Source: an optimization exercise on an open RTL-to-GDS flow (aim: small area). Production flows keep margins and buffers that such runs may drop. In this exercise RTL edits were held to simulation tests only and were not proved equivalent to the original. Power figures rest on the tool's default switching activity, not on a simulated workload.

Setup of 03-26:
==> flow/design.v <==
module cf2_blframer (
    input  wire        clk,
    input  wire        rst,           
    input  wire        boot_stay,
    input  wire [31:0] app_word,
    input  wire        rx_valid,
    input  wire [7:0]  rx_data,
    output wire        rx_ready,
    output reg         tx_valid,
    output reg  [7:0]  tx_data,
    input  wire        tx_ready,
    output wire        stg_we,
    output wire        stg_re,
    output wire [13:0] stg_addr,
    output wire [7:0]  stg_wdata,
    input  wire [7:0]  stg_rdata,
    output wire        fc_we,
    output reg  [1:0]  fc_reg,
    output wire [31:0] fc_addr,
    output reg  [31:0] fc_wdata,
    input  wire        fc_busy,
    output wire        diag_valid,
    output wire [1:0]  diag_code,
    output wire        idle,
    output wire        app_mode,
    output wire        fault
);
    localparam [7:0]  SYNC1 = 8'hBC;
    localparam [7:0]  SYNC2 = 8'hCF;
    localparam [31:0] FC_KEY1     = 32'h4567_0123;
    localparam [31:0] FC_KEY2     = 32'hCDEF_89AB;
    localparam [31:0] PROGRAM_CFG = 32'h0000_0201;
    localparam [4:0] S_BOOT = 5'd0, S_APP = 5'd1, S_FAULT = 5'd2,
                     S_SYNC1 = 5'd8, S_SYNC2 = 5'd9, S_TYPE = 5'd10, S_LEN = 5'd11,
                     S_PAY = 5'd12, S_CKLO = 5'd13, S_CKHI = 5'd14, S_CKBAD = 5'd15,
                     S_DWAIT = 5'd3, S_LOAD = 5'd4, S_SEND = 5'd5,
                     W_PAGE = 5'd16, W_EK2 = 5'd17, W_ECFG = 5'd18, W_PK1 = 5'd19,
                     W_PK2 = 5'd20, W_PCFG = 5'd21, W_WORD = 5'd22;
    reg [4:0] st;
    wire framing = (st[4:3] == 2'b01);
    wire flash   = st[4];
    reg [7:0] q [0:63];
    reg [5:0] wpos;       
    reg [5:0] hp1;        
    reg [6:0] cnt;        
    reg [7:0] d1, d2, d3;
    reg       v1, v2, v3;
    wire push = rx_valid && !cnt[6];
    assign rx_ready = !cnt[6];
    wire       wtap = (wpos[1:0] == 2'd0);
    wire       s3 = v3;
    wire       s2 = !v3 && v2;
    wire       s1 = !v3 && !v2 && v1;
    wire       s0 = !v3 && !v2 && !v1;
    wire       qwr = wtap && (v3 || v2 || v1 || push);
    wire [7:0] qwd = s3 ? d3 : s2 ? d2 : s1 ? d1 : rx_data;
    wire       ring_has = (wpos != hp1) || cnt[6];
    wire       at_rtap  = (hp1[4:0] == 5'd0);
    wire [7:0] c        = hp1[5] ? q[31] : q[63];
    wire       want     = framing;
    wire       pop      = want && ring_has && at_rtap;
    integer k;
    always @(posedge clk) begin
        for (k = 0; k < 64; k = k + 1)
            if (k % 4 == 0 && qwr && wpos[5:2] == k[5:2])
                q[k] <= qwd;
            else
                q[k] <= q[(k + 63) % 64];
        d1 <= rx_data;
        d2 <= d1;
        d3 <= d2;
    end
    always @(posedge clk) begin
        if (rst) begin
            wpos <= 6'd1;
            hp1  <= 6'd1;
            cnt  <= 7'd0;
            v1   <= 1'b0;
            v2   <= 1'b0;
            v3   <= 1'b0;
        end else begin
            if (!qwr) wpos <= wpos + 6'd1;
            if (!pop) hp1  <= hp1 + 6'd1;
            cnt <= cnt + {6'd0, push} - {6'd0, pop};
            v1 <= push && !(qwr && s0);
            v2 <= v1 && !(qwr && s1);
            v3 <= v2 && !(qwr && s2);
        end
    end
    reg [7:0] p [0:31];
    reg [4:0] pj;
    reg       pw;
    reg [7:0] pwd;
    always @(posedge clk) begin
        p[0] <= pw ? pwd : p[31];
        for (k = 1; k < 32; k = k + 1)
            p[k] <= p[k - 1];
    end
    reg [7:0]  pkt_type;
    reg [5:0]  len;
    reg [7:0]  ck_a, ck_b;
    reg [13:0] addr;
    reg        rgi;        
    reg        bzok;       
    wire [5:0] idx = addr[5:0];
    wire [3:0] wf_i = addr[11:8];
    wire        admit = (len >= 6'd3) && (p[30] == 8'hFF);
    wire [7:0]  opcode = p[29];
    wire [5:0]  lb_cnt = len - 6'd7;
    wire        lb_ok = (len >= 6'd7) && ({p[27], p[28]} <= 16'd9) &&
                        ({1'b0, p[25], p[26]} + {11'd0, lb_cnt} <= 17'd1024);
    wire        dispatch = (st == S_DWAIT) && (pj == 5'd0);
    wire        fslot  = (pj == 5'd12);
    wire [15:0] wf_n   = {p[3], p[4]};
    wire [16:0] pg     = {1'b0, p[5], p[6]} + {13'd0, wf_i};
    wire        wf_end = (wf_n == {12'd0, wf_i});
    wire        wf_flt = (wf_i == 4'd10);
    wire        sect   = (pg[16:10] == 7'd0) && (pg[3:0] == 4'd0) &&
                         (pg[9:7] == 3'd0 ? (pg[6:4] <= 3'd4) : (pg[6:4] == 3'd0));
    wire [3:0]  sidx   = (pg[9:7] == 3'd0) ? {1'b0, pg[6:4]} : ({1'b0, pg[9:7]} + 4'd4);
    wire        go     = fslot && bzok && !fc_busy;
    assign fc_we = go && flash && ((st != W_PAGE) || (!wf_end && !wf_flt));
    assign fc_addr = {5'b00001, pg, addr[7:0], 2'b00};
    always @(*) begin
        case (st)
            W_ECFG:  begin fc_reg = 2'd1; fc_wdata = 32'h0001_0202 | {25'd0, sidx, 3'd0}; end
            W_PCFG:  begin fc_reg = 2'd1; fc_wdata = PROGRAM_CFG; end
            W_WORD:  begin fc_reg = 2'd2; fc_wdata = {stg_rdata, p[0], p[1], p[2]}; end
            W_EK2, W_PK2: begin fc_reg = 2'd0; fc_wdata = FC_KEY2; end
            default: begin fc_reg = 2'd0; fc_wdata = FC_KEY1; end
        endcase
    end
    assign stg_we    = (st == S_LOAD) && (pj >= 5'd7);
    assign stg_wdata = p[31];
    assign stg_re    = flash && (pj[4:2] == 3'd2);
    assign stg_addr  = flash ? {addr[11:0], pj[1:0]} : addr;
    wire d_ck = pop && ((st == S_CKHI && c != ck_b) || st == S_CKBAD);
    wire d_lb = dispatch && admit && opcode == 8'h14 && !lb_ok;
    wire d_st = (st == W_PAGE) && fslot && !wf_end && wf_flt;
    assign diag_valid = d_ck || d_lb || d_st;
    assign diag_code  = {d_lb || d_st, d_ck || d_st};
    assign idle     = framing && (cnt == 7'd0);
    assign app_mode = (st == S_APP);
    assign fault    = (st == S_FAULT);
    wire [5:0] rlen = rgi ? 6'd24 : 6'd5;
    wire       t_hdr = (idx[5:2] == 4'b1111);
    wire       t_pay = !t_hdr && (idx < rlen);
    wire       t_a   = (idx == rlen);
    reg  [7:0] t_pb;
    always @(*) begin
        t_pb = p[31];
        if (rgi) begin
            case (idx[4:0])
                5'd3:  t_pb = 8'h00;
                5'd4:  t_pb = 8'h04;
                5'd5:  t_pb = 8'h0A;
                5'd6:  t_pb = 8'h00;
                5'd7:  t_pb = 8'h00;
                5'd8:  t_pb = 8'h04;
                5'd9:  t_pb = 8'h10;
                5'd10: t_pb = 8'h00;
                5'd23: t_pb = 8'h10;
                default: ;
            endcase
        end else begin
            if (idx[4:0] == 5'd3) t_pb = 8'h01;
            if (idx[4:0] == 5'd4) t_pb = 8'h00;
        end
    end
    reg [7:0] t_byte;
    always @(*) begin
        if (t_hdr)
            case (idx[1:0])
                2'd0: t_byte = SYNC1;
                2'd1: t_byte = SYNC2;
                2'd2: t_byte = pkt_type;
                default: t_byte = {2'b00, rlen};
            endcase
        else if (t_pay) t_byte = t_pb;
        else if (t_a)   t_byte = ck_a;
        else            t_byte = ck_b;
    end
    wire t_ready = t_hdr || !t_pay || (pj == idx[4:0]);
    wire t_load  = (st == S_SEND) && !tx_valid && t_ready;
    wire t_done  = (st == S_SEND) && tx_valid && tx_ready && (idx == rlen + 6'd1);
    wire       ck_clr = (st == S_TYPE) || ((st == S_SEND) && (idx == 6'd62));
    wire       ck_acc = (pop && (st == S_TYPE || st == S_LEN || st == S_PAY)) ||
                        (t_load && (idx[5:1] == 5'b11111 || t_pay));
    wire [7:0] ck_x   = (st == S_SEND) ? t_byte : c;
    wire [7:0] ck_an  = (ck_clr ? 8'd0 : ck_a) + ck_x;
    wire [7:0] ck_bn  = (ck_clr ? 8'd0 : ck_b) + ck_an;
    wire zone = (st == S_PAY) || (st == S_CKLO) || (st == S_CKHI) ||
                (st == S_CKBAD) || (st == S_DWAIT);
    always @(*) begin
        pw  = 1'b0;
        pwd = 8'd0;
        if (zone && {1'b0, pj} >= len) pw = 1'b1;
        if (st == S_PAY && pop) begin
            pw  = 1'b1;
            pwd = c;
        end
        if (flash && (pj == 5'd9 || pj == 5'd10 || pj == 5'd11)) begin
            pw  = 1'b1;
            pwd = stg_rdata;
        end
    end
    always @(posedge clk) begin
        if (ck_acc) begin
            ck_a <= ck_an;
            ck_b <= ck_bn;
        end
        if (pop && st == S_TYPE) pkt_type <= c;
        if (pop && st == S_LEN)  len <= c[5:0];
        pj <= (pop && st == S_LEN) ? 5'd0 : pj + 5'd1;
        if (t_load) tx_data <= t_byte;
    end
    always @(posedge clk) begin
        if (rst) begin
            st       <= S_BOOT;
            tx_valid <= 1'b0;
            bzok     <= 1'b0;
            rgi      <= 1'b0;
            addr     <= 14'd0;
        end else begin
            if (fc_we && (st == W_WORD || st == W_ECFG))
                bzok <= 1'b0;
            else if (!fc_busy)
                bzok <= 1'b1;
            case (st)
            S_BOOT: st <= (!boot_stay && app_word != 32'hFFFF_FFFF) ? S_APP : S_SYNC1;
            S_SYNC1: if (pop && c == SYNC1) st <= S_SYNC2;
            S_SYNC2: if (pop) st <= (c == SYNC2) ? S_TYPE : S_SYNC1;
            S_TYPE:  if (pop) st <= S_LEN;
            S_LEN:   if (pop) st <= (c > 8'd32) ? S_SYNC1 : (c == 8'd0) ? S_CKLO : S_PAY;
            S_PAY:   if (pop && {1'b0, pj} == len - 6'd1) st <= S_CKLO;
            S_CKLO:  if (pop) st <= (c == ck_a) ? S_CKHI : S_CKBAD;
            S_CKHI:  if (pop) st <= (c == ck_b) ? S_DWAIT : S_SYNC1;
            S_CKBAD: if (pop) st <= S_SYNC1;
            S_DWAIT: if (pj == 5'd0) begin
                st <= S_SYNC1;
                if (admit) begin
                    case (opcode)
                    8'h10: begin st <= S_SEND; rgi <= 1'b1; addr <= 14'd60; end
                    8'h19: begin st <= S_SEND; rgi <= 1'b0; addr <= 14'd60; end
                    8'h14: if (lb_ok && lb_cnt != 6'd0) begin
                        st   <= S_LOAD;
                        addr <= {p[28][3:0], p[25][1:0], p[26]};
                    end
                    8'h18: begin st <= W_PAGE; addr <= 14'd0; end
                    default: ;
                    endcase
                end
            end
            S_LOAD: if (pj >= 5'd7) begin
                addr <= addr + 14'd1;
                if ({1'b0, pj} == len - 6'd1) st <= S_SYNC1;
            end
            W_PAGE: if (fslot) begin
                if (wf_end) begin
                    st <= S_SEND; rgi <= 1'b0; addr <= 14'd60;
                end else if (wf_flt)
                    st <= S_FAULT;
                else if (go)
                    st <= sect ? W_EK2 : W_PK2;
            end
            W_EK2:  if (go) st <= W_ECFG;
            W_ECFG: if (go) st <= W_PK1;
            W_PK1:  if (go) st <= W_PK2;
            W_PK2:  if (go) st <= W_PCFG;
            W_PCFG: if (go) st <= W_WORD;
            W_WORD: if (go) begin
                addr <= addr + 14'd1;
                if (addr[7:0] == 8'd255) st <= W_PAGE;
            end
            S_SEND: begin
                if (t_load)
                    tx_valid <= 1'b1;
                else if (tx_valid && tx_ready) begin
                    tx_valid <= 1'b0;
                    addr <= addr + 14'd1;
                    if (t_done) st <= S_SYNC1;
                end
            end
            default: ;  
            endcase
        end
    end
endmodule
clock: 8.0 ns
lec_check: 0
cap_margin: 20
core_margin: 2
core_utilization: 40
place_density: 0.6
slew_margin: 20
run.sh (not shown) runs the stock make flow with config.mk's settings and CLKGATE_MAP_FILE= SYNTH_SCRIPT=/design/flow/synth_recipe.tcl, a recipe that flattens the netlist after the stock synthesis.
For 06-22, these inputs were changed with respect to 03-26:
--- a/flow/design.v
+++ b/flow/design.v
@@ -60,11 +60,11 @@
     wire       want     = framing;
     wire       pop      = want && ring_has && at_rtap;
     integer k;
     always @(posedge clk) begin
         for (k = 0; k < 64; k = k + 1)
-            if (k % 4 == 0 && qwr && wpos[5:2] == k[5:2])
+            if (qwr && wpos == k[5:0])
                 q[k] <= qwd;
             else
                 q[k] <= q[(k + 63) % 64];
         d1 <= rx_data;
         d2 <= d1;
Worst vdd rail ir drop, 06-22 and 03-26: larger value in 03-26. Of 06-22 and 03-26, the run reporting the higher minimum clock period after layout was 03-26. Delta (06-22 minus 03-26): final area saw an increase; mean instance size in the synthesized netlist saw a decrease; worst endpoint data arrival time saw a decrease.

[static timing again, ports no longer ideal]
No port has a modelled driver above. Below, the same layouts with a new extraction and two added sets of constraints.
Step 1 (the two cells are an assumption about what drives the block):
set clk [get_ports {clk}]
set_driving_cell -lib_cell sky130_fd_sc_hd__clkbuf_16 $clk
set_driving_cell -lib_cell sky130_fd_sc_hd__buf_2 [delete_from_list [all_inputs] $clk]
Step 2 times the ports against the registers' clock, not the clock port: input delays grow and output delays shrink by t, the midpoint of the rising clock arrivals with the driver on.
a / b / c = no drivers / after step 1 / after step 2; a / b = the first two.
run	t, ns	slack for setup (ns)	worst slew at a driven data input, ns
03-26	0.685	1.832 / 1.775 / 2.460	0.11
06-22	0.688	2.237 / 2.178 / 2.726	0.06
After both steps every run listed still meets setup and hold.
